Context: an optimization exercise on an open-source flow, tuned for small area, a short achievable clock period and few clock cycles per item. The choices shown serve that exercise and are no tape-out recipe. Function was checked by simulation only, so behaviour that the tests miss may differ from the original.

## flow/design.v (module list and top-level ports; edited modules follow where they fit)
// module swg_addsh: 17 lines
// module swg_pand: 20 lines
// module swg_mul53: 4453 lines
// module swg_gen: 1816 lines
module swg_gen (
    input  wire        clk,
    input  wire        rst,
    input  wire        start,
    input  wire [63:0] phase,
    input  wire [63:0] phase_step,
    input  wire [63:0] amplitude,
    input  wire [15:0] count,
    output wire        ready,
    output reg         sample_valid,
    output reg  [63:0] sample
);
  // ...
==> flow/run.sh <==
#!/bin/bash
# synth_recipe.tcl (not shown) runs the flow's synth.tcl, then flattens the netlist and writes it again
# the make line also repeats each setting of config.mk as NAME=value (left out here)
make -C /OpenROAD-flow-scripts/flow DESIGN_CONFIG=/design/flow/config.mk WORK_HOME=/design/flow/orfs CLKGATE_MAP_FILE= SYNTH_SCRIPT=/design/flow/synth_recipe.tcl finish
==> flow/config.mk <==
export PLATFORM = sky130hd
export DESIGN_NAME = swg_gen
export DESIGN_NICKNAME = swg_gen
export VERILOG_FILES = /design/flow/design.v
export SDC_FILE = /design/flow/constraint.sdc
export NUM_CORES = 8
export LEC_CHECK = 0
export CAP_MARGIN = 20
export CORE_MARGIN = 2
export CORE_UTILIZATION = 40
export PLACE_DENSITY = 0.6
export SLEW_MARGIN = 20
export SYNTH_MEMORY_MAX_BITS = 16384
==> flow/constraint.sdc <==
create_clock -name core_clock -period 20.0 [get_ports {clk}]
set_input_delay 4.0000 -clock core_clock [delete_from_list [all_inputs] [get_ports {clk}]]
set_output_delay 4.0000 -clock core_clock [all_outputs]
set_load 0.01 [all_outputs]
==> results.sh, run 1 <==
export IMPL_clkSlewWorstSetupHoldPaths_ns=0.06
export IMPL_largest_register="mra"
export IMPL_yosysWarnings=1
export IMPL_dieArea_sq_um=1530000
export IMPL_antenna_found_initial=72
export IMPL_cts_resized=0
export IMPL_synth_nets=73700
export IMPL_numCtsBuffers=1202
export IMPL_multi_input_comb_area_sq_um=389000
export IMPL_routed_wirelength_microns=1800000
export IMPL_run_status="timing/DRC/antenna clean"
export IMPL_start_kind="register"
export IMPL_drive_gt1_share_pct=5.40
export IMPL_rows=453
export IMPL_holdCritPathClass="register to register"
export IMPL_layout_common_cells="dfxtp_1 (9417), xnor2_1 (8003), ha_1 (4638), nor2_1 (4609), xor2_1 (4512)"
export IMPL_wl_met2_microns=823000
export IMPL_clock_sinks=9819
export IMPL_period_needed_ns=7.69
export IMPL_yosys_top_cells_area="dfxtp_1 (31%), xnor2_1 (12%), ha_1 (9.5%)"
Testbench counts, summed over its fixed seeds: cycles 25,696, items 24,000.
==> inputs of run 2 (changes only) <==
==> flow/flow/run.sh (new file) <==
#!/bin/bash
# Standard ORFS layout (the standard.sh, standard synthesis unchanged), with the
# resizer asked to keep more setup slack than the 20 ns constraint needs, so that it
# sizes and buffers the logic for a shorter achieved period.
set -euo pipefail
bash standard.sh SETUP_SLACK_MARGIN=13.5 finish > flow_make.log 2>&1
==> flow/standard.sh (new file) <==
#!/bin/bash
# synth_recipe.tcl (not shown) runs the flow's synth.tcl, then flattens the netlist and writes it again
# the make line also repeats each setting of config.mk as NAME=value (left out here)
make -C /OpenROAD-flow-scripts/flow DESIGN_CONFIG=/design/flow/config.mk WORK_HOME=/design/flow/orfs CLKGATE_MAP_FILE= SYNTH_SCRIPT=/design/flow/synth_recipe.tcl "${@:-finish}"
removed: flow/run.sh
==> run 2 against run 1 <==
  * Synthesized cell count did not move
  * Design area increased by 0.18%
  * Flip-flop and latch count unchanged
  * Maximum frequency grew 20%
  * Worst hold slack got worse by 0.0027 ns
  * Non-clock buffer count up 20
==> results.sh, run 2 <==
export IMPL_critPathKind="register to register"
export IMPL_area_growth_pct=10.8
export IMPL_holdWs_ns=0.250
export IMPL_clock_tree_root_cell="clkbuf_16"
export IMPL_max_slew_worst_pin_slew_ns=1.37
export IMPL_worstPathMaxFanout=33
export IMPL_fill_cells=147000
export IMPL_cp_slowest_cell="dfxtp_2"
export IMPL_largest_register="mra"
export IMPL_synth_area_leader_cell="dfxtp_1"
export IMPL_clockBufferDepth=6
export IMPL_clock_sinks=9819
export IMPL_dr_pass1_iters=10
export IMPL_routed_via_density=5.40
export IMPL_avgSynthCellArea_sq_um=9.03
export IMPL_largest_register_ffs=106
export IMPL_rows=453
export IMPL_period_needed_ns=6.43
export IMPL_run_status="timing/DRC/antenna clean"
export IMPL_layout_worst_path_cycle_share_pct=32.1
export IMPL_slowest_delay_ns=1.19
export IMPL_post_dp_hpwl_microns=1350000
export IMPL_ys_flop_type="dfxtp_1"
export IMPL_drive_gt1_share_pct=5.56
export IMPL_numCtsBuffers=1200
export IMPL_drv_cap=0
export IMPL_report_final_slew_viol_count=0
export IMPL_antenna_found_initial=76
export IMPL_route_met3_wl_microns=129000
export IMPL_grt_pass1_wl_microns=2730000
export IMPL_synthArstFlopShare_pct=0
export IMPL_clkSlewWorstSetupHoldPaths_ns=0.06
export IMPL_crit_top_cell="fa_1"
export IMPL_multi_input_comb_area_sq_um=390000
export IMPL_wl_met2_microns=831000
export IMPL_final_area_sq_um=675000
export IMPL_final_common_cell="dfxtp_1"
export IMPL_synthCells=67400
export IMPL_top_layer_used="met5"
export IMPL_synth_nets=73700
export IMPL_setup_viol=0
export IMPL_reg_top3="mra (106), mrb (105)"
export IMPL_holdCritPathClass="register to register"
export IMPL_grt_max_degree=142
export IMPL_drt_wirelength_per_cell_microns=20.5
export IMPL_initial_utilization_pct=40.1
export IMPL_drt_iter0_drc=36800
export IMPL_cts_tree="done"
export IMPL_grt_overflow_total=0
export IMPL_endpoint_kind="register"
export IMPL_remaining_drc_errors=0
export IMPL_place_inst=86000
export IMPL_grt_use_total_pct=22.5
export IMPL_yosysWarnings=1
export IMPL_yosys_top_cells_count="dfxtp_1 (9533), xnor2_1 (8040), ha_1 (4642)"
export IMPL_synth_top_cell_area_share_pct=31.3
export IMPL_register_area_sq_um=200000
export IMPL_start_kind="register"
export IMPL_grt_pass1_vias=459000
export IMPL_crit_required_ns=21.10
export IMPL_nNetsFinal=73300
export IMPL_core_area_sq_um=1520000
export IMPL_finalSetupTns_ns=0
export IMPL_place_congestion=0.970
export IMPL_die_w_microns=1240
export IMPL_met1_length_microns=755000
export IMPL_postRouteAntennaNets=0
export IMPL_synthesis_area_sq_um=609000
export IMPL_layout_common_cells="dfxtp_1 (9417), xnor2_1 (8003), ha_1 (4629), nor2_1 (4603), xor2_1 (4512)"
export IMPL_die_h_microns=1240
export IMPL_port_buffers=273
export IMPL_fmax_ghz=0.156
export IMPL_yosys_top_cells_area="dfxtp_1 (31%), xnor2_1 (12%), ha_1 (9.5%)"
export IMPL_insertion_delay_ns=1.37
export IMPL_ctsHoldBuffers=0
export IMPL_boundaryPins=277
export IMPL_synth_edf_count=286
export IMPL_htree_levels=7
export IMPL_fin_cells=88200
export IMPL_ys_seq_area_share_pct=32.7
export IMPL_relSlewSlack_pct=8.17
export IMPL_placed_area_sq_um=633000
export IMPL_routed_wirelength_microns=1810000
export IMPL_hold_viol_final=0
export IMPL_synth_seq_cells=9819
export IMPL_cp_data_arrival_time_ns=7.52
export IMPL_rsz0062_at_grt="yes"
export IMPL_dieArea_sq_um=1530000
export IMPL_worstPathCellList="buf_4 > a22oi_1 > xnor2_1 > fa_1 > fa_1 > inv_1 > fa_1 > fa_1 > inv_1 > fa_1 > fa_1 > inv_1 > fa_1"
export IMPL_vias=476000
export IMPL_yosys_cell_types_count=125
export IMPL_clock_skew_ns=0.184
export IMPL_synth_most_common_cell="dfxtp_1"
==> run 2: cell types whose count changed in the layout (fill, tap and decap cells not counted), moves of 14 or more <==
cell / delta
buf_12: +20
buf_4: -42
buf_6: +16
buf_8: +18
clkbuf_1: +24
clkbuf_8: -14
clkinv_2: -18
o21ai_0: -15
o41ai_1: -14
==> run 2: per-stage QoR <==
step	setup slack (ns)	utilization (%)
floorplan	13.50	-
global placement	12.34	41.7
detailed placement	12.34	41.7
CTS	13.45	44.3
global route	13.40	44.4
finish	13.57	44.4
==> run 2: kinds of logic after synthesis <==
group                    share of synthesized area [%]
adder cells (fa/ha/maj)                           14.2
flip-flops                                        32.7
XOR/XNOR                                          18.1
AO/OA/AOI/OAI                                     15.5
AND/OR/NAND/NOR                                   14.1
buffers and inverters                             3.47
multiplexers                                      1.91
==> run 2: layout make-up <==
type                            count  area share (%)
Antenna cell                       64          0.0237
Clock buffer                     1568            4.99
Timing Repair Buffer              900            1.20
Tap cell                        20200            3.75
Clock inverter                    478           0.897
Multi-Input combinational cell  52000            57.8
Inverter                         3104            1.73
Sequential cell                  9819            29.6
==> run 2: final timing paths <==
path | startpoint | to | slack (ns) | depth (start not counted)
worst max-delay path | s_m[20]$_DFF_P_ | mrb[47]$_DFF_P_ | 13.57 | 13
worst max register to register | s_m[20]$_DFF_P_ | mrb[47]$_DFF_P_ | 13.57 | 13
worst min register to register | az41$_DFF_P_ | az42$_DFF_P_ | 0.25 | 0
worst min-delay path | az41$_DFF_P_ | az42$_DFF_P_ | 0.25 | 0
==> run 2: routing by layer <==
layer / vias to the layer above / GRT usage [%]
li1: 233000 / -
met5: - / 0.0184
met2: 15200 / 37.8
met1: 223000 / 27.9
met4: 34 / 9.83
met3: 4597 / 4.58
==> run 2: worst max-delay path, delay by kind of cell (launching register included) <==
kind,cells,cell delay [ns]
buf+inv,4,0.93
flops,1,1.19
fa+ha+maj,7,3.53
xor+xnor,1,0.25
compound gates,1,0.22
==> run 2: timing repair <==
| action | 4_1_cts | 5_1_grt |
|---|---|---|
| endpoints found under the setup margin | 383 | 595 |
| buffers inserted | 5 | 26 |
| pin swaps | 2 | 11 |
| gates cloned | 0 | 3 |
| gates resized for setup | 74 | 208 |
| endpoints found under the hold margin | 0 | 0 |

## separate check: timing with driven ports
In the flow no input, the clock included, has a driving cell. The finished layouts below were timed again as built, in two steps.
Step 1 assumes that a clkbuf_16 drives the clock port and a buf_2 every other input.
Step 2, shift: input delay + t, output delay - t, t = (earliest + latest rising clock arrival at the registers) / 2. This alone moves slack from input paths to output paths.
Three values: no drivers, after step 1, after step 2; two values: the first two.
run | t (ns) | setup WS [ns] | clock arrival spread, ns
run 1 | 1.405 | 12.307 / 12.307 / 12.307 | 0.193 / 0.193
run 2 | 1.435 | 13.574 / 13.574 / 12.415 | 0.223 / 0.223
After both steps setup and hold are still met in every run listed. The setup slack of run 2, which loses most, moves by 0.000 ns with the drivers and by -1.159 ns with both steps.
